From an optimization exercise on the open Yosys and OpenROAD flow, aimed at a short achievable clock period and few clock cycles; shortcuts taken in it are not production practice. In this exercise RTL edits were held to simulation tests only and were not proved equivalent to the original. No activity file was given, so power comes from the tool's default toggle rates.

### constraint.sdc
create_clock -name core_clock -period 9.0 [get_ports {clk}]
set_input_delay 1.8000 -clock core_clock [delete_from_list [all_inputs] [get_ports {clk}]]
set_output_delay 1.8000 -clock core_clock [all_outputs]
set_load 0.01 [all_outputs]
### standard.sh
#!/bin/bash
# synth_recipe.tcl (not shown) runs the flow's synth.tcl, then flattens the netlist and writes it again
# the make line also repeats each setting of config.mk as NAME=value (left out here)
make -C /OpenROAD-flow-scripts/flow DESIGN_CONFIG=/design/flow/config.mk WORK_HOME=/design/flow/orfs CLKGATE_MAP_FILE= SYNTH_SCRIPT=/design/flow/synth_recipe.tcl "${@:-finish}"
### config.mk
export PLATFORM = sky130hd
export DESIGN_NAME = acars_framer
export DESIGN_NICKNAME = acars_framer
export VERILOG_FILES = /design/flow/design.v
export SDC_FILE = /design/flow/constraint.sdc
export NUM_CORES = 4
export LEC_CHECK = 0
export ABC_CLOCK_PERIOD_IN_PS = 2500
export CAP_MARGIN = 20
export CORE_MARGIN = 2
export CORE_UTILIZATION = 55
export CTS_CLUSTER_DIAMETER = 80
export CTS_CLUSTER_SIZE = 30
export PLACE_DENSITY = 0.7
export SLEW_MARGIN = 20
### flow/run.sh
#!/bin/bash
set -euo pipefail
export BUFFER_PORTS_ARGS="-buffer_cell sky130_fd_sc_hd__buf_4"
export SETUP_SLACK_MARGIN=6.2
export PRE_RESIZE_TCL="$PWD/flow/pre_resize.tcl"
bash standard.sh > standard_flow.log 2>&1
### flow/pre_resize.tcl
# Keep every net's fanout small, so that no signal net spans much of the die.
set_max_fanout 24 [current_design]
### design.v
module acars_framer (
    input  wire       clk,
    input  wire       rst,
    input  wire       bit_valid,
    input  wire       bit_in,
    output wire       bit_ready,
    output wire       out_valid,
    input  wire       out_ready,
    output wire [7:0] out_data,
    output wire       out_last,
    output wire       out_corrected
);
    localparam [39:0] SYNC_CHECK = 40'h01_1616_2AAB;
    localparam [7:0]  ODD_SOH    = 8'h01;
    localparam [7:0]  ODD_ETX    = 8'h83;
    localparam [7:0]  ODD_ETB    = 8'h97;
    localparam [2:0] S_HEADLOST  = 3'd0,
                     S_HEADFOUND = 3'd1,
                     S_SYNC      = 3'd2,
                     S_TEXT      = 3'd3,
                     S_CRC1      = 3'd4,
                     S_CRC2      = 3'd5,
                     S_END       = 3'd6;
    function [15:0] crc_byte;
        input [15:0] c;
        input [7:0]  b;
        integer k;
        reg [15:0] r;
        begin
            r = c ^ {8'h00, b};
            for (k = 0; k < 8; k = k + 1)
                r = r[0] ? ((r >> 1) ^ 16'h8408) : (r >> 1);
            crc_byte = r;
        end
    endfunction
    function [2:0] pop5;
        input [4:0] v;
        begin
            pop5 = {2'b00, v[0]} + {2'b00, v[1]} + {2'b00, v[2]} +
                   {2'b00, v[3]} + {2'b00, v[4]};
        end
    endfunction
    function [2:0] sat4;    
        input [2:0] a;
        input [2:0] b;
        reg [3:0] s;
        begin
            s = {1'b0, a} + {1'b0, b};
            sat4 = (s > 4'd4) ? 3'd4 : s[2:0];
        end
    endfunction
    function [6:0] klook;   
        input [15:0] v;
        begin
            case (v)
            16'h0001: klook = {1'b1, 6'd0};
            16'h8408: klook = {1'b1, 6'd1};
            16'h4204: klook = {1'b1, 6'd2};
            16'h2102: klook = {1'b1, 6'd3};
            16'h1081: klook = {1'b1, 6'd4};
            16'h8c48: klook = {1'b1, 6'd5};
            16'h4624: klook = {1'b1, 6'd6};
            16'h2312: klook = {1'b1, 6'd7};
            16'h1189: klook = {1'b1, 6'd8};
            16'h8ccc: klook = {1'b1, 6'd9};
            16'h4666: klook = {1'b1, 6'd10};
            16'h2333: klook = {1'b1, 6'd11};
            16'h9591: klook = {1'b1, 6'd12};
            16'hcec0: klook = {1'b1, 6'd13};
            16'h6760: klook = {1'b1, 6'd14};
            16'h33b0: klook = {1'b1, 6'd15};
            16'h19d8: klook = {1'b1, 6'd16};
            16'h0cec: klook = {1'b1, 6'd17};
            16'h0676: klook = {1'b1, 6'd18};
            16'h033b: klook = {1'b1, 6'd19};
            16'h8595: klook = {1'b1, 6'd20};
            16'hc6c2: klook = {1'b1, 6'd21};
            16'h6361: klook = {1'b1, 6'd22};
            16'hb5b8: klook = {1'b1, 6'd23};
            16'h5adc: klook = {1'b1, 6'd24};
            16'h2d6e: klook = {1'b1, 6'd25};
            16'h16b7: klook = {1'b1, 6'd26};
            16'h8f53: klook = {1'b1, 6'd27};
            16'hc3a1: klook = {1'b1, 6'd28};
            16'he5d8: klook = {1'b1, 6'd29};
            16'h72ec: klook = {1'b1, 6'd30};
            16'h3976: klook = {1'b1, 6'd31};
            16'h1cbb: klook = {1'b1, 6'd32};
            16'h8a55: klook = {1'b1, 6'd33};
            16'hc122: klook = {1'b1, 6'd34};
            16'h6091: klook = {1'b1, 6'd35};
            16'hb440: klook = {1'b1, 6'd36};
            16'h5a20: klook = {1'b1, 6'd37};
            16'h2d10: klook = {1'b1, 6'd38};
            16'h1688: klook = {1'b1, 6'd39};
            16'h0b44: klook = {1'b1, 6'd40};
            16'h05a2: klook = {1'b1, 6'd41};
            16'h02d1: klook = {1'b1, 6'd42};
            16'h8560: klook = {1'b1, 6'd43};
            16'h42b0: klook = {1'b1, 6'd44};
            16'h2158: klook = {1'b1, 6'd45};
            16'h10ac: klook = {1'b1, 6'd46};
            16'h0856: klook = {1'b1, 6'd47};
            16'h042b: klook = {1'b1, 6'd48};
            16'h861d: klook = {1'b1, 6'd49};
            16'hc706: klook = {1'b1, 6'd50};
            16'h6383: klook = {1'b1, 6'd51};
            16'hb5c9: klook = {1'b1, 6'd52};
            16'hdeec: klook = {1'b1, 6'd53};
            16'h6f76: klook = {1'b1, 6'd54};
            16'h37bb: klook = {1'b1, 6'd55};
            16'h9fd5: klook = {1'b1, 6'd56};
            16'hcbe2: klook = {1'b1, 6'd57};
            16'h65f1: klook = {1'b1, 6'd58};
            16'hb6f0: klook = {1'b1, 6'd59};
            16'h5b78: klook = {1'b1, 6'd60};
            16'h2dbc: klook = {1'b1, 6'd61};
            16'h16de: klook = {1'b1, 6'd62};
            16'h0b6f: klook = {1'b1, 6'd63};
            default: klook = 7'd0;
            endcase
        end
    endfunction
    reg        rdy;
    reg        tk;          
    reg        bi;          
    assign bit_ready = rdy;
    reg [39:0] h;
    reg [3:0]  fill;        
    reg        step;        
    reg [2:0]  ga [0:7];    
    reg [2:0]  gb [0:3];    
    reg [7:3]  fm;          
    wire [39:0] mm;
    genvar gm;
    generate
        for (gm = 0; gm < 40; gm = gm + 1) begin : g_mm
            assign mm[gm] = h[gm] ^ SYNC_CHECK[39 - gm];
        end
    endgenerate
    wire [4:0] gsum = {2'b00, gb[0]} + {2'b00, gb[1]} + {2'b00, gb[2]} + {2'b00, gb[3]};
    integer gi;
    always @(posedge clk) begin
        if (tk) begin
            h <= {h[38:0], bi};
            for (gi = 0; gi < 8; gi = gi + 1)
                ga[gi] <= pop5(mm[5*gi +: 5]);
            for (gi = 0; gi < 4; gi = gi + 1)
                gb[gi] <= sat4(ga[2*gi], ga[2*gi+1]);
            fm <= {fm[6:3], (gsum <= 5'd3)};
        end
    end
    wire [7:0] w = {h[0], h[1], h[2], h[3], h[4], h[5], h[6], h[7]};
    wire       w_ff  = &w;
    wire       w_end = (w == ODD_ETX) || (w == ODD_ETB);
    wire       run   = step && fill[3];
    reg [2:0]  state;
    reg [2:0]  skip;        
    reg [4:0]  prekey_cnt;
    reg [5:0]  sync_have;
    reg [7:0]  raw_len;
    reg [15:0] crc;
    wire [15:0] crc_next = crc_byte(crc, w);
    reg [7:0]  mem [0:255];
    reg [8:0]  fs9;         
    reg [8:0]  wp9;         
    reg [8:0]  rp9;         
    reg        we;
    reg [7:0]  wa;
    reg [7:0]  wd;
    reg [15:0] wb_en;       
    reg [3:0]  wb_lo [0:15];
    reg [7:0]  wb_d  [0:15];
    reg [15:0] syn;
    reg [7:0]  slen;
    reg [7:0]  dq_start [0:3];
    reg [7:0]  dq_len   [0:3];
    reg [7:0]  dq_fi    [0:3];
    reg [2:0]  dq_fj    [0:3];
    reg [3:0]  dq_corr;
    reg [1:0]  dq_w, dq_r;
    reg [2:0]  dq_n;
    reg [15:0] uu [0:3];
    reg [15:0] vv [0:31];
    reg [6:0]  kl [0:31];
    reg        syn_zero;
    reg        d_found;
    reg [10:0] d_val;
    reg        f_ok;
    reg [7:0]  f_i;
    reg [2:0]  f_j;
    wire        accept = syn_zero || f_ok;
    wire        dpush  = run && (skip == 3'd0) && (state == S_END) && accept;
    always @(posedge clk) begin
        uu[0] <= {^(syn & 16'h8000), ^(syn & 16'h4000), ^(syn & 16'h2000), ^(syn & 16'h1000), ^(syn & 16'h0800), ^(syn & 16'h0400), ^(syn & 16'h0200), ^(syn & 16'h0100), ^(syn & 16'h0080), ^(syn & 16'h0040), ^(syn & 16'h0020), ^(syn & 16'h0010), ^(syn & 16'h0008), ^(syn & 16'h0004), ^(syn & 16'h0002), ^(syn & 16'h0001)};
        uu[1] <= {^(syn & 16'h5a05), ^(syn & 16'h2d02), ^(syn & 16'h9681), ^(syn & 16'hcb40), ^(syn & 16'he5a0), ^(syn & 16'h28d5), ^(syn & 16'h946a), ^(syn & 16'h4a35), ^(syn & 16'ha51a), ^(syn & 16'hd28d), ^(syn & 16'he946), ^(syn & 16'hf4a3), ^(syn & 16'ha054), ^(syn & 16'hd02a), ^(syn & 16'h6815), ^(syn & 16'hb40a)};
        uu[2] <= {^(syn & 16'hf3a8), ^(syn & 16'h79d4), ^(syn & 16'h3cea), ^(syn & 16'h9e75), ^(syn & 16'hcf3a), ^(syn & 16'h9435), ^(syn & 16'h4a1a), ^(syn & 16'h250d), ^(syn & 16'h9286), ^(syn & 16'h4943), ^(syn & 16'h24a1), ^(syn & 16'h9250), ^(syn & 16'h3a80), ^(syn & 16'h9d40), ^(syn & 16'hcea0), ^(syn & 16'he750)};
        uu[3] <= {^(syn & 16'h1891), ^(syn & 16'h8c48), ^(syn & 16'hc624), ^(syn & 16'h6312), ^(syn & 16'hb189), ^(syn & 16'hc055), ^(syn & 16'h602a), ^(syn & 16'h3015), ^(syn & 16'h180a), ^(syn & 16'h8c05), ^(syn & 16'h4602), ^(syn & 16'h2301), ^(syn & 16'h8911), ^(syn & 16'hc488), ^(syn & 16'h6244), ^(syn & 16'h3122)};
        vv[0] <= {^(uu[0] & 16'h8000), ^(uu[0] & 16'h4000), ^(uu[0] & 16'h2000), ^(uu[0] & 16'h1000), ^(uu[0] & 16'h0800), ^(uu[0] & 16'h0400), ^(uu[0] & 16'h0200), ^(uu[0] & 16'h0100), ^(uu[0] & 16'h0080), ^(uu[0] & 16'h0040), ^(uu[0] & 16'h0020), ^(uu[0] & 16'h0010), ^(uu[0] & 16'h0008), ^(uu[0] & 16'h0004), ^(uu[0] & 16'h0002), ^(uu[0] & 16'h0001)};
        vv[1] <= {^(uu[0] & 16'h6b53), ^(uu[0] & 16'hb5a9), ^(uu[0] & 16'hdad4), ^(uu[0] & 16'h6d6a), ^(uu[0] & 16'hb6b5), ^(uu[0] & 16'h3009), ^(uu[0] & 16'h9804), ^(uu[0] & 16'hcc02), ^(uu[0] & 16'he601), ^(uu[0] & 16'hf300), ^(uu[0] & 16'h7980), ^(uu[0] & 16'hbcc0), ^(uu[0] & 16'hb533), ^(uu[0] & 16'h5a99), ^(uu[0] & 16'had4c), ^(uu[0] & 16'hd6a6)};
        vv[2] <= {^(uu[0] & 16'hb9e4), ^(uu[0] & 16'hdcf2), ^(uu[0] & 16'h6e79), ^(uu[0] & 16'hb73c), ^(uu[0] & 16'hdb9e), ^(uu[0] & 16'hd42b), ^(uu[0] & 16'hea15), ^(uu[0] & 16'hf50a), ^(uu[0] & 16'h7a85), ^(uu[0] & 16'h3d42), ^(uu[0] & 16'h9ea1), ^(uu[0] & 16'h4f50), ^(uu[0] & 16'h9e4c), ^(uu[0] & 16'hcf26), ^(uu[0] & 16'he793), ^(uu[0] & 16'h73c9)};
        vv[3] <= {^(uu[0] & 16'h9042), ^(uu[0] & 16'h4821), ^(uu[0] & 16'h2410), ^(uu[0] & 16'h9208), ^(uu[0] & 16'h4904), ^(uu[0] & 16'h34c0), ^(uu[0] & 16'h1a60), ^(uu[0] & 16'h8d30), ^(uu[0] & 16'h4698), ^(uu[0] & 16'ha34c), ^(uu[0] & 16'h51a6), ^(uu[0] & 16'h28d3), ^(uu[0] & 16'h042b), ^(uu[0] & 16'h8215), ^(uu[0] & 16'h410a), ^(uu[0] & 16'h2085)};
        vv[4] <= {^(uu[0] & 16'h5875), ^(uu[0] & 16'hac3a), ^(uu[0] & 16'h561d), ^(uu[0] & 16'h2b0e), ^(uu[0] & 16'h9587), ^(uu[0] & 16'h92b6), ^(uu[0] & 16'hc95b), ^(uu[0] & 16'he4ad), ^(uu[0] & 16'hf256), ^(uu[0] & 16'hf92b), ^(uu[0] & 16'h7c95), ^(uu[0] & 16'hbe4a), ^(uu[0] & 16'h8750), ^(uu[0] & 16'hc3a8), ^(uu[0] & 16'h61d4), ^(uu[0] & 16'hb0ea)};
        vv[5] <= {^(uu[0] & 16'hd409), ^(uu[0] & 16'hea04), ^(uu[0] & 16'hf502), ^(uu[0] & 16'h7a81), ^(uu[0] & 16'h3d40), ^(uu[0] & 16'h4aa9), ^(uu[0] & 16'h2554), ^(uu[0] & 16'h92aa), ^(uu[0] & 16'h4955), ^(uu[0] & 16'ha4aa), ^(uu[0] & 16'h5255), ^(uu[0] & 16'h292a), ^(uu[0] & 16'h409c), ^(uu[0] & 16'ha04e), ^(uu[0] & 16'h5027), ^(uu[0] & 16'ha813)};
        vv[6] <= {^(uu[0] & 16'he00c), ^(uu[0] & 16'h7006), ^(uu[0] & 16'h3803), ^(uu[0] & 16'h1c01), ^(uu[0] & 16'h0e00), ^(uu[0] & 16'h670c), ^(uu[0] & 16'h3386), ^(uu[0] & 16'h19c3), ^(uu[0] & 16'h0ce1), ^(uu[0] & 16'h0670), ^(uu[0] & 16'h8338), ^(uu[0] & 16'hc19c), ^(uu[0] & 16'h00c2), ^(uu[0] & 16'h0061), ^(uu[0] & 16'h8030), ^(uu[0] & 16'hc018)};
        vv[7] <= {^(uu[0] & 16'heb84), ^(uu[0] & 16'hf5c2), ^(uu[0] & 16'h7ae1), ^(uu[0] & 16'h3d70), ^(uu[0] & 16'h1eb8), ^(uu[0] & 16'he4d8), ^(uu[0] & 16'hf26c), ^(uu[0] & 16'h7936), ^(uu[0] & 16'h3c9b), ^(uu[0] & 16'h9e4d), ^(uu[0] & 16'h4f26), ^(uu[0] & 16'ha793), ^(uu[0] & 16'hb84d), ^(uu[0] & 16'h5c26), ^(uu[0] & 16'hae13), ^(uu[0] & 16'hd709)};
        vv[8] <= {^(uu[1] & 16'h8000), ^(uu[1] & 16'h4000), ^(uu[1] & 16'h2000), ^(uu[1] & 16'h1000), ^(uu[1] & 16'h0800), ^(uu[1] & 16'h0400), ^(uu[1] & 16'h0200), ^(uu[1] & 16'h0100), ^(uu[1] & 16'h0080), ^(uu[1] & 16'h0040), ^(uu[1] & 16'h0020), ^(uu[1] & 16'h0010), ^(uu[1] & 16'h0008), ^(uu[1] & 16'h0004), ^(uu[1] & 16'h0002), ^(uu[1] & 16'h0001)};
        vv[9] <= {^(uu[1] & 16'h6b53), ^(uu[1] & 16'hb5a9), ^(uu[1] & 16'hdad4), ^(uu[1] & 16'h6d6a), ^(uu[1] & 16'hb6b5), ^(uu[1] & 16'h3009), ^(uu[1] & 16'h9804), ^(uu[1] & 16'hcc02), ^(uu[1] & 16'he601), ^(uu[1] & 16'hf300), ^(uu[1] & 16'h7980), ^(uu[1] & 16'hbcc0), ^(uu[1] & 16'hb533), ^(uu[1] & 16'h5a99), ^(uu[1] & 16'had4c), ^(uu[1] & 16'hd6a6)};
        vv[10] <= {^(uu[1] & 16'hb9e4), ^(uu[1] & 16'hdcf2), ^(uu[1] & 16'h6e79), ^(uu[1] & 16'hb73c), ^(uu[1] & 16'hdb9e), ^(uu[1] & 16'hd42b), ^(uu[1] & 16'hea15), ^(uu[1] & 16'hf50a), ^(uu[1] & 16'h7a85), ^(uu[1] & 16'h3d42), ^(uu[1] & 16'h9ea1), ^(uu[1] & 16'h4f50), ^(uu[1] & 16'h9e4c), ^(uu[1] & 16'hcf26), ^(uu[1] & 16'he793), ^(uu[1] & 16'h73c9)};
        vv[11] <= {^(uu[1] & 16'h9042), ^(uu[1] & 16'h4821), ^(uu[1] & 16'h2410), ^(uu[1] & 16'h9208), ^(uu[1] & 16'h4904), ^(uu[1] & 16'h34c0), ^(uu[1] & 16'h1a60), ^(uu[1] & 16'h8d30), ^(uu[1] & 16'h4698), ^(uu[1] & 16'ha34c), ^(uu[1] & 16'h51a6), ^(uu[1] & 16'h28d3), ^(uu[1] & 16'h042b), ^(uu[1] & 16'h8215), ^(uu[1] & 16'h410a), ^(uu[1] & 16'h2085)};
        vv[12] <= {^(uu[1] & 16'h5875), ^(uu[1] & 16'hac3a), ^(uu[1] & 16'h561d), ^(uu[1] & 16'h2b0e), ^(uu[1] & 16'h9587), ^(uu[1] & 16'h92b6), ^(uu[1] & 16'hc95b), ^(uu[1] & 16'he4ad), ^(uu[1] & 16'hf256), ^(uu[1] & 16'hf92b), ^(uu[1] & 16'h7c95), ^(uu[1] & 16'hbe4a), ^(uu[1] & 16'h8750), ^(uu[1] & 16'hc3a8), ^(uu[1] & 16'h61d4), ^(uu[1] & 16'hb0ea)};
        vv[13] <= {^(uu[1] & 16'hd409), ^(uu[1] & 16'hea04), ^(uu[1] & 16'hf502), ^(uu[1] & 16'h7a81), ^(uu[1] & 16'h3d40), ^(uu[1] & 16'h4aa9), ^(uu[1] & 16'h2554), ^(uu[1] & 16'h92aa), ^(uu[1] & 16'h4955), ^(uu[1] & 16'ha4aa), ^(uu[1] & 16'h5255), ^(uu[1] & 16'h292a), ^(uu[1] & 16'h409c), ^(uu[1] & 16'ha04e), ^(uu[1] & 16'h5027), ^(uu[1] & 16'ha813)};
        vv[14] <= {^(uu[1] & 16'he00c), ^(uu[1] & 16'h7006), ^(uu[1] & 16'h3803), ^(uu[1] & 16'h1c01), ^(uu[1] & 16'h0e00), ^(uu[1] & 16'h670c), ^(uu[1] & 16'h3386), ^(uu[1] & 16'h19c3), ^(uu[1] & 16'h0ce1), ^(uu[1] & 16'h0670), ^(uu[1] & 16'h8338), ^(uu[1] & 16'hc19c), ^(uu[1] & 16'h00c2), ^(uu[1] & 16'h0061), ^(uu[1] & 16'h8030), ^(uu[1] & 16'hc018)};
        vv[15] <= {^(uu[1] & 16'heb84), ^(uu[1] & 16'hf5c2), ^(uu[1] & 16'h7ae1), ^(uu[1] & 16'h3d70), ^(uu[1] & 16'h1eb8), ^(uu[1] & 16'he4d8), ^(uu[1] & 16'hf26c), ^(uu[1] & 16'h7936), ^(uu[1] & 16'h3c9b), ^(uu[1] & 16'h9e4d), ^(uu[1] & 16'h4f26), ^(uu[1] & 16'ha793), ^(uu[1] & 16'hb84d), ^(uu[1] & 16'h5c26), ^(uu[1] & 16'hae13), ^(uu[1] & 16'hd709)};
        vv[16] <= {^(uu[2] & 16'h8000), ^(uu[2] & 16'h4000), ^(uu[2] & 16'h2000), ^(uu[2] & 16'h1000), ^(uu[2] & 16'h0800), ^(uu[2] & 16'h0400), ^(uu[2] & 16'h0200), ^(uu[2] & 16'h0100), ^(uu[2] & 16'h0080), ^(uu[2] & 16'h0040), ^(uu[2] & 16'h0020), ^(uu[2] & 16'h0010), ^(uu[2] & 16'h0008), ^(uu[2] & 16'h0004), ^(uu[2] & 16'h0002), ^(uu[2] & 16'h0001)};
        vv[17] <= {^(uu[2] & 16'h6b53), ^(uu[2] & 16'hb5a9), ^(uu[2] & 16'hdad4), ^(uu[2] & 16'h6d6a), ^(uu[2] & 16'hb6b5), ^(uu[2] & 16'h3009), ^(uu[2] & 16'h9804), ^(uu[2] & 16'hcc02), ^(uu[2] & 16'he601), ^(uu[2] & 16'hf300), ^(uu[2] & 16'h7980), ^(uu[2] & 16'hbcc0), ^(uu[2] & 16'hb533), ^(uu[2] & 16'h5a99), ^(uu[2] & 16'had4c), ^(uu[2] & 16'hd6a6)};
        vv[18] <= {^(uu[2] & 16'hb9e4), ^(uu[2] & 16'hdcf2), ^(uu[2] & 16'h6e79), ^(uu[2] & 16'hb73c), ^(uu[2] & 16'hdb9e), ^(uu[2] & 16'hd42b), ^(uu[2] & 16'hea15), ^(uu[2] & 16'hf50a), ^(uu[2] & 16'h7a85), ^(uu[2] & 16'h3d42), ^(uu[2] & 16'h9ea1), ^(uu[2] & 16'h4f50), ^(uu[2] & 16'h9e4c), ^(uu[2] & 16'hcf26), ^(uu[2] & 16'he793), ^(uu[2] & 16'h73c9)};
        vv[19] <= {^(uu[2] & 16'h9042), ^(uu[2] & 16'h4821), ^(uu[2] & 16'h2410), ^(uu[2] & 16'h9208), ^(uu[2] & 16'h4904), ^(uu[2] & 16'h34c0), ^(uu[2] & 16'h1a60), ^(uu[2] & 16'h8d30), ^(uu[2] & 16'h4698), ^(uu[2] & 16'ha34c), ^(uu[2] & 16'h51a6), ^(uu[2] & 16'h28d3), ^(uu[2] & 16'h042b), ^(uu[2] & 16'h8215), ^(uu[2] & 16'h410a), ^(uu[2] & 16'h2085)};
        vv[20] <= {^(uu[2] & 16'h5875), ^(uu[2] & 16'hac3a), ^(uu[2] & 16'h561d), ^(uu[2] & 16'h2b0e), ^(uu[2] & 16'h9587), ^(uu[2] & 16'h92b6), ^(uu[2] & 16'hc95b), ^(uu[2] & 16'he4ad), ^(uu[2] & 16'hf256), ^(uu[2] & 16'hf92b), ^(uu[2] & 16'h7c95), ^(uu[2] & 16'hbe4a), ^(uu[2] & 16'h8750), ^(uu[2] & 16'hc3a8), ^(uu[2] & 16'h61d4), ^(uu[2] & 16'hb0ea)};
        vv[21] <= {^(uu[2] & 16'hd409), ^(uu[2] & 16'hea04), ^(uu[2] & 16'hf502), ^(uu[2] & 16'h7a81), ^(uu[2] & 16'h3d40), ^(uu[2] & 16'h4aa9), ^(uu[2] & 16'h2554), ^(uu[2] & 16'h92aa), ^(uu[2] & 16'h4955), ^(uu[2] & 16'ha4aa), ^(uu[2] & 16'h5255), ^(uu[2] & 16'h292a), ^(uu[2] & 16'h409c), ^(uu[2] & 16'ha04e), ^(uu[2] & 16'h5027), ^(uu[2] & 16'ha813)};
        vv[22] <= {^(uu[2] & 16'he00c), ^(uu[2] & 16'h7006), ^(uu[2] & 16'h3803), ^(uu[2] & 16'h1c01), ^(uu[2] & 16'h0e00), ^(uu[2] & 16'h670c), ^(uu[2] & 16'h3386), ^(uu[2] & 16'h19c3), ^(uu[2] & 16'h0ce1), ^(uu[2] & 16'h0670), ^(uu[2] & 16'h8338), ^(uu[2] & 16'hc19c), ^(uu[2] & 16'h00c2), ^(uu[2] & 16'h0061), ^(uu[2] & 16'h8030), ^(uu[2] & 16'hc018)};
        vv[23] <= {^(uu[2] & 16'heb84), ^(uu[2] & 16'hf5c2), ^(uu[2] & 16'h7ae1), ^(uu[2] & 16'h3d70), ^(uu[2] & 16'h1eb8), ^(uu[2] & 16'he4d8), ^(uu[2] & 16'hf26c), ^(uu[2] & 16'h7936), ^(uu[2] & 16'h3c9b), ^(uu[2] & 16'h9e4d), ^(uu[2] & 16'h4f26), ^(uu[2] & 16'ha793), ^(uu[2] & 16'hb84d), ^(uu[2] & 16'h5c26), ^(uu[2] & 16'hae13), ^(uu[2] & 16'hd709)};
        vv[24] <= {^(uu[3] & 16'h8000), ^(uu[3] & 16'h4000), ^(uu[3] & 16'h2000), ^(uu[3] & 16'h1000), ^(uu[3] & 16'h0800), ^(uu[3] & 16'h0400), ^(uu[3] & 16'h0200), ^(uu[3] & 16'h0100), ^(uu[3] & 16'h0080), ^(uu[3] & 16'h0040), ^(uu[3] & 16'h0020), ^(uu[3] & 16'h0010), ^(uu[3] & 16'h0008), ^(uu[3] & 16'h0004), ^(uu[3] & 16'h0002), ^(uu[3] & 16'h0001)};
        vv[25] <= {^(uu[3] & 16'h6b53), ^(uu[3] & 16'hb5a9), ^(uu[3] & 16'hdad4), ^(uu[3] & 16'h6d6a), ^(uu[3] & 16'hb6b5), ^(uu[3] & 16'h3009), ^(uu[3] & 16'h9804), ^(uu[3] & 16'hcc02), ^(uu[3] & 16'he601), ^(uu[3] & 16'hf300), ^(uu[3] & 16'h7980), ^(uu[3] & 16'hbcc0), ^(uu[3] & 16'hb533), ^(uu[3] & 16'h5a99), ^(uu[3] & 16'had4c), ^(uu[3] & 16'hd6a6)};
        vv[26] <= {^(uu[3] & 16'hb9e4), ^(uu[3] & 16'hdcf2), ^(uu[3] & 16'h6e79), ^(uu[3] & 16'hb73c), ^(uu[3] & 16'hdb9e), ^(uu[3] & 16'hd42b), ^(uu[3] & 16'hea15), ^(uu[3] & 16'hf50a), ^(uu[3] & 16'h7a85), ^(uu[3] & 16'h3d42), ^(uu[3] & 16'h9ea1), ^(uu[3] & 16'h4f50), ^(uu[3] & 16'h9e4c), ^(uu[3] & 16'hcf26), ^(uu[3] & 16'he793), ^(uu[3] & 16'h73c9)};
        vv[27] <= {^(uu[3] & 16'h9042), ^(uu[3] & 16'h4821), ^(uu[3] & 16'h2410), ^(uu[3] & 16'h9208), ^(uu[3] & 16'h4904), ^(uu[3] & 16'h34c0), ^(uu[3] & 16'h1a60), ^(uu[3] & 16'h8d30), ^(uu[3] & 16'h4698), ^(uu[3] & 16'ha34c), ^(uu[3] & 16'h51a6), ^(uu[3] & 16'h28d3), ^(uu[3] & 16'h042b), ^(uu[3] & 16'h8215), ^(uu[3] & 16'h410a), ^(uu[3] & 16'h2085)};
        vv[28] <= {^(uu[3] & 16'h5875), ^(uu[3] & 16'hac3a), ^(uu[3] & 16'h561d), ^(uu[3] & 16'h2b0e), ^(uu[3] & 16'h9587), ^(uu[3] & 16'h92b6), ^(uu[3] & 16'hc95b), ^(uu[3] & 16'he4ad), ^(uu[3] & 16'hf256), ^(uu[3] & 16'hf92b), ^(uu[3] & 16'h7c95), ^(uu[3] & 16'hbe4a), ^(uu[3] & 16'h8750), ^(uu[3] & 16'hc3a8), ^(uu[3] & 16'h61d4), ^(uu[3] & 16'hb0ea)};
        vv[29] <= {^(uu[3] & 16'hd409), ^(uu[3] & 16'hea04), ^(uu[3] & 16'hf502), ^(uu[3] & 16'h7a81), ^(uu[3] & 16'h3d40), ^(uu[3] & 16'h4aa9), ^(uu[3] & 16'h2554), ^(uu[3] & 16'h92aa), ^(uu[3] & 16'h4955), ^(uu[3] & 16'ha4aa), ^(uu[3] & 16'h5255), ^(uu[3] & 16'h292a), ^(uu[3] & 16'h409c), ^(uu[3] & 16'ha04e), ^(uu[3] & 16'h5027), ^(uu[3] & 16'ha813)};
        vv[30] <= {^(uu[3] & 16'he00c), ^(uu[3] & 16'h7006), ^(uu[3] & 16'h3803), ^(uu[3] & 16'h1c01), ^(uu[3] & 16'h0e00), ^(uu[3] & 16'h670c), ^(uu[3] & 16'h3386), ^(uu[3] & 16'h19c3), ^(uu[3] & 16'h0ce1), ^(uu[3] & 16'h0670), ^(uu[3] & 16'h8338), ^(uu[3] & 16'hc19c), ^(uu[3] & 16'h00c2), ^(uu[3] & 16'h0061), ^(uu[3] & 16'h8030), ^(uu[3] & 16'hc018)};
        vv[31] <= {^(uu[3] & 16'heb84), ^(uu[3] & 16'hf5c2), ^(uu[3] & 16'h7ae1), ^(uu[3] & 16'h3d70), ^(uu[3] & 16'h1eb8), ^(uu[3] & 16'he4d8), ^(uu[3] & 16'hf26c), ^(uu[3] & 16'h7936), ^(uu[3] & 16'h3c9b), ^(uu[3] & 16'h9e4d), ^(uu[3] & 16'h4f26), ^(uu[3] & 16'ha793), ^(uu[3] & 16'hb84d), ^(uu[3] & 16'h5c26), ^(uu[3] & 16'hae13), ^(uu[3] & 16'hd709)};
    end
    always @(posedge clk) begin
        syn_zero <= (syn == 16'd0);
        for (gi = 0; gi < 32; gi = gi + 1)
            kl[gi] <= klook(vv[gi]);
    end
    reg        df;
    reg [10:0] dv;
    wire [10:0] nbits_f = {slen, 3'b000};
    wire [10:0] q_val   = nbits_f - d_val;
    always @(*) begin
        df = 1'b0;
        dv = 11'd0;
        for (gi = 0; gi < 32; gi = gi + 1) begin
            df = df | kl[gi][6];
            dv = dv | ({11{kl[gi][6]}} & {gi[4:0], kl[gi][5:0]});
        end
    end
    always @(posedge clk) begin
        d_found <= df;
        d_val   <= dv;
        f_ok    <= d_found && (d_val != 11'd0) && (d_val <= nbits_f);
        f_i     <= q_val[10:3];
        f_j     <= q_val[2:0];
    end
    reg        ract;
    reg [7:0]  r_start, r_last, r_idx, r_fi;
    reg [8:0]  r_len;
    reg [2:0]  r_fj;
    reg        r_corr;
    reg [3:0]  cred;        
    reg        i_v, i_last, i_corr;
    reg [7:0]  i_a, i_mask;
    reg        m_v, m_last, m_corr;
    reg [3:0]  m_hi;
    reg [7:0]  m_mask;
    reg [7:0]  m_part [0:15];
    reg [3:0]  ib_lo  [0:15];   
    reg [7:0]  of_d [0:7];
    reg [7:0]  of_l, of_c;
    reg [2:0]  of_w, of_r;
    reg [3:0]  of_n;
    reg        ov, ol, oc;
    reg [7:0]  od;
    assign out_valid     = ov;
    assign out_data      = od;
    assign out_last      = ol;
    assign out_corrected = oc;
    wire [7:0] r_addr = r_start + r_idx;
    wire dpop  = !ract && (dq_n != 3'd0);
    wire issue = ract && (cred != 4'd0);
    wire oload = !ov || out_ready;
    wire opop  = oload && (of_n != 4'd0);
    wire [8:0] occ = wp9 - rp9;
    always @(posedge clk) begin
        if (rst) begin
            rdy        <= 1'b0;
            tk         <= 1'b0;
            fill       <= 4'd0;
            step       <= 1'b0;
            state      <= S_HEADLOST;
            skip       <= 3'd0;
            prekey_cnt <= 5'd0;
            sync_have  <= 6'd0;
            raw_len    <= 8'd0;
            crc        <= 16'd0;
            fs9        <= 9'd0;
            wp9        <= 9'd0;
            rp9        <= 9'd0;
            we         <= 1'b0;
            syn        <= 16'd0;
            slen       <= 8'd0;
            dq_w       <= 2'd0;
            dq_r       <= 2'd0;
            dq_n       <= 3'd0;
            ract       <= 1'b0;
            cred       <= 4'd8;
            i_v        <= 1'b0;
            m_v        <= 1'b0;
            of_w       <= 3'd0;
            of_r       <= 3'd0;
            of_n       <= 4'd0;
            ov         <= 1'b0;
            ol         <= 1'b0;
            oc         <= 1'b0;
            od         <= 8'd0;
        end else begin
            rdy  <= (occ <= 9'd248) && (dq_n <= 3'd2);
            tk   <= bit_valid && rdy;
            bi   <= bit_in;
            step <= tk;
            if (tk && !fill[3])
                fill <= fill + 4'd1;
            we <= 1'b0;
            if (run) begin
                if (skip != 3'd0) begin
                    skip <= skip - 3'd1;
                end else begin
                    case (state)
                    S_HEADLOST: begin
                        if (w_ff) begin
                            prekey_cnt <= prekey_cnt + 5'd1;
                            if (prekey_cnt >= 5'd24)
                                state <= S_HEADFOUND;
                        end else begin
                            prekey_cnt <= 5'd0;
                        end
                    end
                    S_HEADFOUND: begin
                        if (!w_ff) begin
                            state     <= S_SYNC;
                            sync_have <= 6'd1;
                        end
                    end
                    S_SYNC: begin
                        if (sync_have >= 6'd39 && fm[7]) begin
                            state   <= S_TEXT;
                            raw_len <= 8'd1;
                            crc     <= crc_byte(16'd0, ODD_SOH);
                            we      <= 1'b1;
                            wa      <= wp9[7:0];
                            wd      <= ODD_SOH;
                            wp9     <= wp9 + 9'd1;
                        end else if (sync_have >= 6'd54) begin
                            state      <= S_HEADLOST;
                            prekey_cnt <= 5'd0;
                        end else begin
                            sync_have <= sync_have + 6'd1;
                        end
                    end
                    S_TEXT, S_CRC1, S_CRC2: begin
                        skip <= 3'd7;
                        if (state == S_TEXT && raw_len > 8'd244) begin
                            state      <= S_HEADLOST;
                            prekey_cnt <= 5'd0;
                            wp9        <= fs9;
                        end else begin
                            we      <= 1'b1;
                            wa      <= wp9[7:0];
                            wd      <= w;
                            wp9     <= wp9 + 9'd1;
                            raw_len <= raw_len + 8'd1;
                            crc     <= crc_next;
                            if (state == S_CRC2) begin
                                state <= S_END;
                                syn   <= crc_next;
                                slen  <= raw_len + 8'd1;
                            end else if (state == S_CRC1) begin
                                state <= S_CRC2;
                            end else if (w_end) begin
                                state <= S_CRC1;
                            end
                        end
                    end
                    default: begin  
                        skip       <= 3'd7;
                        state      <= S_HEADLOST;
                        prekey_cnt <= 5'd0;
                        if (accept)
                            fs9 <= wp9;
                        else
                            wp9 <= fs9;
                    end
                    endcase
                end
            end
            if (dpush) begin
                dq_start[dq_w] <= fs9[7:0];
                dq_len[dq_w]   <= raw_len;
                dq_fi[dq_w]    <= f_i;
                dq_fj[dq_w]    <= f_j;
                dq_corr[dq_w]  <= !syn_zero;
                dq_w           <= dq_w + 2'd1;
            end
            if (dpop)
                dq_r <= dq_r + 2'd1;
            dq_n <= dq_n + {2'b00, dpush} - {2'b00, dpop};
            if (dpop) begin
                ract    <= 1'b1;
                r_start <= dq_start[dq_r];
                r_last  <= dq_len[dq_r] - 8'd1;
                r_len   <= {1'b0, dq_len[dq_r]};
                r_idx   <= 8'd0;
                r_fi    <= dq_fi[dq_r];
                r_fj    <= dq_fj[dq_r];
                r_corr  <= dq_corr[dq_r];
            end
            i_v <= issue;
            if (issue) begin
                i_a    <= r_addr;
                i_last <= (r_idx == r_last);
                i_mask <= (r_corr && r_idx == r_fi) ? (8'd1 << r_fj) : 8'd0;
                i_corr <= r_corr;
                r_idx  <= r_idx + 8'd1;
                if (r_idx == r_last) begin
                    ract <= 1'b0;
                    rp9  <= rp9 + r_len;
                end
            end
            m_v <= i_v;
            if (m_v) begin
                of_d[of_w]  <= m_part[m_hi] ^ m_mask;
                of_l[of_w]  <= m_last;
                of_c[of_w]  <= m_corr;
                of_w        <= of_w + 3'd1;
            end
            if (opop)
                of_r <= of_r + 3'd1;
            of_n <= opop ? (of_n + {3'b000, m_v} - 4'd1) : (of_n + {3'b000, m_v});
            cred <= opop ? (cred - {3'b000, issue} + 4'd1) : (cred - {3'b000, issue});
            if (oload) begin
                ov <= (of_n != 4'd0);
                od <= of_d[of_r];
                ol <= of_l[of_r];
                oc <= of_c[of_r];
            end
        end
    end
    integer mi, mj;
    always @(posedge clk) begin
        if (rst) begin
            wb_en <= 16'd0;
        end else begin
            for (mi = 0; mi < 16; mi = mi + 1)
                wb_en[mi] <= we && (wa[7:4] == mi[3:0]);
        end
        for (mi = 0; mi < 16; mi = mi + 1) begin
            if (we && wa[7:4] == mi[3:0]) begin
                wb_lo[mi] <= wa[3:0];
                wb_d[mi]  <= wd;
            end
            if (issue && r_addr[7:4] == mi[3:0])
                ib_lo[mi] <= r_addr[3:0];
        end
        for (mi = 0; mi < 16; mi = mi + 1)
            for (mj = 0; mj < 16; mj = mj + 1)
                if (wb_en[mi] && wb_lo[mi] == mj[3:0])
                    mem[16*mi + mj] <= wb_d[mi];
        m_hi   <= i_a[7:4];
        m_last <= i_last;
        m_mask <= i_mask;
        m_corr <= i_corr;
        for (mi = 0; mi < 16; mi = mi + 1)
            m_part[mi] <= mem[{mi[3:0], ib_lo[mi]}];
    end
endmodule
==> summary.md, run 1 <==
| Metric | Value |
|---|---|
| Total CTS buffers | 189 |
| Setup TNS | 0 ps |
| Drt pass-1 iters | 11 |
| Ratio of cells with drive above 1 in the final layout | 13.1% |
| R2r worst-path depth | 7 |
| Clk slew on worst S/H paths | 110 ps |
| Final min period | 3390 ps |
| Cell Chain, Critical Path | buf_6 |
| Relative slew margins | 14.2% |
| Cell taking the most area after synthesis | edfxtp_1 |
| Synth warn | 11 |
| Clock Sinks | 3772 |
| Worst flop-to-flop path startpoint | vv[28][7] |
| Vias | 161957 |
| Fmax | 295 MHz |
| Worst Hold Launch | i_mask[3] |
| Number of buffers and inverters on the critical path | 1 |
| #FFs+latches synth | 3772 |
| Worst Hold End | m_mask[3] |
| Placed cells | 21693 |
| # DRC | 0 |
| Share of the core filled with cells | 59.6% |
| I/O Buffers | 16 |
| CTS max path bufs | 4 |
| Crit path required time | 7200 ps |
| Crit share post-route | 37.7% |
| First-pass GRT wire length | 1010 mm |
| Initial Util | approximately 55% |
| Die Height | 601 um |
| FP Rows | ~220 |
| Layout Check Fail Reasons | antenna rules |
| Worst Path Arrival | 1590 ps |
| Power Total | between 30 and 40 mW |
| Top FF cell, synth | edfxtp_1 |
| Synth cell count leaders | edfxtp_1, nor2_1, clkbuf_1, dfxtp_1, nand4_1 |
| Htree depth | 4 |
| Syn nets | about 18000 |
| Gpl congestion | 1.05 |
| Largest net degree at the start of global routing | 32 |
| DR vias/cell | 7.31 |
| EDFF count, synth | 2652 |
| Final Hold Slack | 348 ps |
| Die Span X | around 600 um |
| Startpoint Class | flip-flop |
| Core Region | 355000 um^2 |
| Cell with the most instances after synthesis | edfxtp_1 |
| Antenna viol nets, final | 1 |
| Nets | 17353 |
| Final setup violation count | 0 |
| Worst Skew | 115 ps |
| Area contributors post-synth | edfxtp_1, dfxtp_1, xnor2_1 |
| Critical-path top delay cell | dfxtp_4 |
| Reg-to-reg endpoint | kl[28][6] |
| Final slew viol count | 0 |
| Post-synth ARST share | 0% |
| GRT Overall Usage | a little under two fifths |
| Worst-path maximum fanout | 2 |
| Post-Synthesis Cell Area | 196000 um^2 |
| Least-Margin Pin Slew | 1290 ps |
| Total wire length | 697 mm |
| DRT iter0 DRCs | about 27000 |
| Final cell count without fillers | 22168 |
| Die area | 361000 um^2 |
| Hold path cells | 0 |
| Max stage delay on crit path | 470 ps |
| Mean post-synth cell area | 11.1 um^2 |
| Cells after synthesis | between 15000 and 20000 |
| RSZ-0062 raised after global routing | true |
| Initial antenna violation count | 33 |
| CTS tree | built |
| Clk root buf | clkbuf_16 |
| Post-synth top area share | 40.6% |
| Routed length per instance | 31.4 um |
| Vias in the first global route | approximately 150k |
| Worst VDD drop | ~0.00020 V |
| Fillcell total | 28650 |
| Register area share after synthesis | 52.0% |
| Flop-to-flop setup slack | between 6000 and 7000 ps |
| Post-DP HPWL | 497 mm |
| Crit. End Element | primary output |
| Unique masters post-synth | 102 |
| Family with the most delay on the worst path | flip-flops |
| Total of max-cap violations | 0 |
| Status | complete, but fails checks |
| Later-pin clock latency in the skew report | 1000 ps |
| IO Pins | 17 |
| HP Class | flip-flop to flip-flop |
| Static Leak | 68.5 nW |
| P&R area growth vs syn | 7.90% |
| CP Class | flip-flop to primary output |
| Final Hold Viols | 0 |
| PwrDens | 163 nW/um^2 |
| Total grt overflow | 0 |
## worst reg2reg max path: stages (launching register included)
cell      delay [ps]
dfxtp_4          360
buf_6            140
nand4b_1         200
and4b_1          240
or4_4            530
or4_4            560
or4_4            530
or3_1            320
## sequential cells by signal, indices dropped and copies added (netlist names), 9 cells and up, named ones only
signal / count
mem: 2048
vv: 512
kl: 224
m_part: 128
wb_d: 128
ib_lo: 64
of_d: 64
uu: 64
wb_lo: 64
h: 40
dq_fi: 32
dq_len: 32
dq_start: 32
ga: 24
crc: 16
syn: 16
wb_en: 16
dq_fj: 12
gb: 12
d_val: 11
fs9: 9
rp9: 9
wp9: 9
## kinds of logic after synthesis
family          after synthesis  share of synthesized area, %
xor+xnor                   1327                          5.95
compound gates             2209                          7.95
fa+ha+maj                   125                         0.908
mux                         479                          3.09
buf+inv                    1541                          2.97
simple gates               8260                          27.1
flops                      3772                          52.0
## worst max path at each step
stage	start	endpoint	slack, ps	cells after the start
after floorplan	rst	r_idx[0]	5320	4
after global placement	rst	rp9[7]	4770	6
after detailed placement	rst	crc[12]	1870	7
after CTS	rdy	bit_ready	5560	1
after global routing	rdy	bit_ready	5580	1
final	rdy	bit_ready	5610	1
## what timing repair did
item | CTS | global route
setup endpoints to repair | 789 | 473
gates resized for setup | 738 | 532
setup buffers | 45 | 41
hold buffers | 0 | 0
pin swaps | 10 | 18
## report_power, final
group | leakage (nW) | internal [mW] | switching (mW)
clock network | 3.14 | 4.51 | 6.10
registers | 33.2 | 19.0 | 0.493
logic | 32.1 | 1.60 | 2.80
## placed cells by master (no fill, tap or decap), drive strengths merged, types with 72 or more instances in the layout
cell type	n
mux2i	235
nor2	1265
and4	118
o22ai	72
or4b	305
nand4bb	157
nor4b	357
mux4	86
nor4	848
dfxtp	1120
a32oi	93
edfxtp	2652
a31oi	175
nand4	939
and3	87
ha	96
nand4b	388
a221oi	91
inv	273
nor2b	139
or3	76
a21oi	441
and2	80
buf	522
mux2	158
or4bb	233
a22o	92
clkbuf	301
or4	310
xnor2	918
nand2b	221
xor2	407
nand3b	94
nand2	872
a22oi	213
nor4bb	363
o21ai	301
nor3	471
nand3	576
and4b	214
## metrics by stage
| step | area (um^2) | worst slack (ps) |
|---|---|---|
| floorplan | 196000 | 5320 |
| global placement | 201000 | 4770 |
| detailed placement | 202000 | 1870 |
| CTS | 210000 | 5560 |
| global route | 212000 | 5580 |
| finish | 212000 | 5610 |
## layout make-up
type / instances / area [um^2] / share of cell area, %
antenna: 37 / 92.6 / 0.0437
sequential: 3772 / 103000 / 48.5
inverter: 256 / 1020 / 0.484
timing repair buffer: 604 / 4740 / 2.24
tap: 4751 / 5940 / 2.81
clock buffer: 268 / 5150 / 2.43
multi-input combinational: 12400 / 90600 / 42.8
clock inverter: 80 / 1500 / 0.708
## layer usage
metal	track usage, %	share of wire (%)	vias to the layer above
met5	0.0132	0.029	-
met4	23.6	7.9	28
met3	6.18	10	2868
met2	57.6	45	12176
met1	47.7	37	77895
li1	-	-	68990
Testbench counts, summed over its fixed seeds: cycles 42,714.
==> inputs of run 2 (changes only) <==
--- a/config.mk
+++ b/config.mk
@@ -9,7 +9,6 @@
 export CAP_MARGIN = 20
 export CORE_MARGIN = 2
-export CORE_UTILIZATION = 55
-export CTS_CLUSTER_DIAMETER = 80
-export CTS_CLUSTER_SIZE = 30
-export PLACE_DENSITY = 0.7
+export CORE_UTILIZATION = 40
+export GPL_TIMING_DRIVEN = 1
+export PLACE_DENSITY = 0.6
 export SLEW_MARGIN = 20
==> summary.md, run 2 <==
| Metric | Value |
|---|---|
| Vias in the first global route | 150855 (+0.19%) |
| Clock group share of total power | 40.9% (+10 points) |
| Die Height | 704 um (+17%) |
| CTS tree | built |
| Setup TNS | 0 ps (unchanged) |
| Comb pwr share | 11.3% (-1.5 points) |
| Crit share post-route | 37.1% (-0.58 points) |
| Crit path required time | 7200 ps (about the same) |
| Worst Skew | 117 ps (+1.42 ps) |
| Total CTS buffers | 394 (+110%) |
| Total of max-cap violations | 0 (unchanged) |
| DR vias/cell | 6.56 (-10%) |
| Die Span X | 704 um (+17%) |
| Unique masters post-synth | 102 (unchanged) |
| Worst Path Arrival | 1540 ps (-50 ps) |
| Int Pwr | 30.1 mW (+20%) |
| Die area | 496000 um^2 (+37%) |
| Biggest regs | mem x2048, vv x512, kl x224 |
| Worst-path maximum fanout | 2 (unchanged) |
| Routed length per instance | 30.0 um (-4.6%) |
| Cell Chain, Critical Path | buf_6 |
| Later-pin clock latency in the skew report | 1030 ps (+30 ps) |
| Syn nets | 17843 (unchanged) |
| Fmax | 299 MHz (+1.6%) |
| Final min period | 3340 ps (-52.5 ps) |
| Clock Sinks | 3772 (unchanged) |
| Least-Margin Pin Slew | 1240 ps (-47.2 ps) |
| Antenna viol nets, final | 0 (-1) |
| Worst flop-to-flop path startpoint | vv[28][4] |
| Startpoint Class | flip-flop |
| Cell taking the most area after synthesis | edfxtp_1 |
| Max stage delay on crit path | 400 ps (-70 ps) |
| Critical Path Start | rdy |
| Biggest register | mem |
| Synth warn | 11 (unchanged) |
| Crit. End Element | primary output |
| Gpl congestion | 0.994 (-5.1%) |
| Cell with the most instances after synthesis | edfxtp_1 |
| Final setup violation count | 0 (unchanged) |
| Most frequent cells in the layout | edfxtp_1, nor2_1, nand4_1, xnor2_1, nand2_1 |
| Commonest non-fill, non-tap cell in the layout | edfxtp_1 |
| Top FF cell, synth | edfxtp_1 |
| Final Hold Slack | 314 ps (-33.6 ps) |
| Power Total | 40.6 mW (+18%) |
| P&R area growth vs syn | 12.6% |
| Relative slew margins | 16.2% (+2.0 points) |
| Register area share after synthesis | 52.0% (unchanged) |
| Core Region | 489000 um^2 (+38%) |
| Static Leak | 72.1 nW (+5.3%) |
| GRT Overall Usage | 28.0% (-8.9 points) |
| Critical-path top delay cell | dfxtp_4 |
| Sw Pwr | 10.5 mW (+11%) |
| DRT iter0 DRCs | 21116 (-21%) |
| Total wire length | 729 mm (+4.7%) |
| CTS max path bufs | 4 (unchanged) |
| Vias | 159697 (-1.4%) |
| Post-DP HPWL | 522 mm (+5.0%) |
| PwrDens | 184 nW/um^2 (+13%) |
| Status | timing/DRC/antenna clean |
| Post-Synthesis Cell Area | 196000 um^2 (unchanged) |
| Drt pass-1 iters | 7 (-4) |
| Family with the most delay on the worst path | flip-flops |
| Cells after synthesis | 17713 (unchanged) |
| CP Class | flip-flop to primary output |
| I/O Buffers | 16 (unchanged) |
| Clk root buf | clkbuf_16 |
| FP Rows | 257 (+17%) |
| Area contributors post-synth | edfxtp_1, dfxtp_1, xnor2_1 |
| Worst Hold Launch | i_mask[5] |
| #FFs+latches synth | 3772 (unchanged) |
| Finished Cell Area | 221000 um^2 (+4.3%) |
| Htree depth | 5 (+1) |
| EDFF count, synth | 2652 (unchanged) |
| Mean post-synth cell area | 11.1 um^2 (unchanged) |
| Hold-fix buffers, CTS | 0 (unchanged) |
| Largest register FFs | 2048 (unchanged) |
| Number of buffers and inverters on the critical path | 1 (unchanged) |
| Placed Area | 205000 um^2 (+1.2%) |
| Total grt overflow | 0 (unchanged) |
| Nets | 17612 (+1.5%) |
| Initial antenna violation count | 44 (+33%) |
| Final Hold Viols | 0 (unchanged) |
| Post-synth ARST share | 0% (unchanged) |
| Worst VDD drop | 0.000174 V (-14%) |
| RSZ-0062 raised after global routing | true |
| Flop pwr share | 47.8% (-8.6 points) |
| Clk slew on worst S/H paths | 60 ps (-50 ps) |
| Ratio of cells with drive above 1 in the final layout | 14.9% (+1.8 points) |
| HP Class | flip-flop to flip-flop |
| Switching share of power | 25.8% (-1.5 points) |
| Final slew viol count | 0 (unchanged) |
| Synth cell count leaders | edfxtp_1, nor2_1, clkbuf_1, dfxtp_1, nand4_1 |
| Largest net degree at the start of global routing | 25 (-22%) |
| Post-synth top area share | 40.6% (unchanged) |
| First-pass GRT wire length | 1060 mm (+4.2%) |
| IO Pins | 17 (unchanged) |
| # DRC | 0 (unchanged) |
| Initial Util | 40.1% (-15 points) |
==> run 2: logic make-up (layout without fill, tap and decap cells) <==
group,count (synthesis),after routing,synth area share [%]
buf+inv,1541,1652,2.97
xor+xnor,1327,1327,5.95
other cells,0,31,0
flops,3772,3772,52.0
fa+ha+maj,125,125,0.908
compound gates,2209,2209,7.95
simple gates,8260,8260,27.1
mux,479,479,3.09
==> run 2: final timing paths <==
path,slack (ps),depth (start not counted),endpoint
setup / recovery,5660,1,bit_ready
hold / removal,310,0,m_mask[5]
setup reg to reg,6000,6,kl[28][6]
hold reg to reg,310,0,m_mask[5]
==> run 2: what timing repair did <==
| action | CTS | global route |
|---|---|---|
| gates resized for setup | 765 | 450 |
| buffers inserted | 54 | 51 |
| endpoints found under the setup margin | 730 | 451 |
| cloned | 0 | 0 |
| hold endpoints to repair | 0 | 0 |
| pin swaps | 13 | 19 |
==> run 2: power groups by stage <==
stage | Sequential, mW | Clock (mW) | Combinational [mW]
finish | 19.4 | 16.6 | 4.60
global route | 19.4 | 17.5 | 4.92
CTS | 19.4 | 16.9 | 4.42
detailed placement | 19.8 | 0 | 4.18
global placement | 19.8 | 0 | 3.90
floorplan | 19.5 | 0 | 2.66
==> run 2: through the flow <==
stage	util, %	std cells	worst slack [ps]
after floorplan	-	17713	5320
after global placement	41.6	23306	4950
after detailed placement	41.9	23450	2930
after CTS	44.8	24242	5570
after global routing	45.1	24313	5630
final	45.1	24330	5660
==> run 2: routing by layer <==
metal	wire, um	GRT usage [%]	vias up
met1	289000	36.7	78515
met4	45300	14.8	18
li1	-	-	69719
met3	60300	4.12	2075
met5	136	0	-
met2	335000	44.9	9370
==> run 2: final cells by class <==
type / instances / area [um^2]
tap: 6475 / 8100
antenna: 31 / 77.6
multi-input combinational: 12400 / 90700
clock inverter: 239 / 2420
timing repair buffer: 658 / 5140
clock buffer: 499 / 10800
fill: 45057 / 268000
inverter: 256 / 1030
sequential: 3772 / 103000

## what the ideal ports hide
Ports are ideal in the flow. The routed layouts listed here were re-timed in OpenROAD.
Step 1 sets driving cells, clkbuf_16 on the clock port and buf_2 on the other inputs (assumed; they add their load-dependent delay and slew).
Step 2 also shifts input and output timing later by t, the mid clock arrival at the registers, as if the neighbouring blocks saw the same clock.
Slacks: ideal ports / drivers / drivers and shift; pairs: ideal ports / drivers.
run	t (ns)	setup WS [ns]	latest minus earliest clock arrival (ns)	worst slew at a driven data input, ns	cell pins on the clock port's net
run 1	1.039	5.605 / 5.502 / 5.176	0.147 / 0.148	0.19	1
run 2	1.088	5.658 / 5.540 / 5.249	0.127 / 0.127	0.09	1
The setup slack of run 1, which loses most, moves by -0.103 ns with the drivers and by -0.429 ns with both steps.
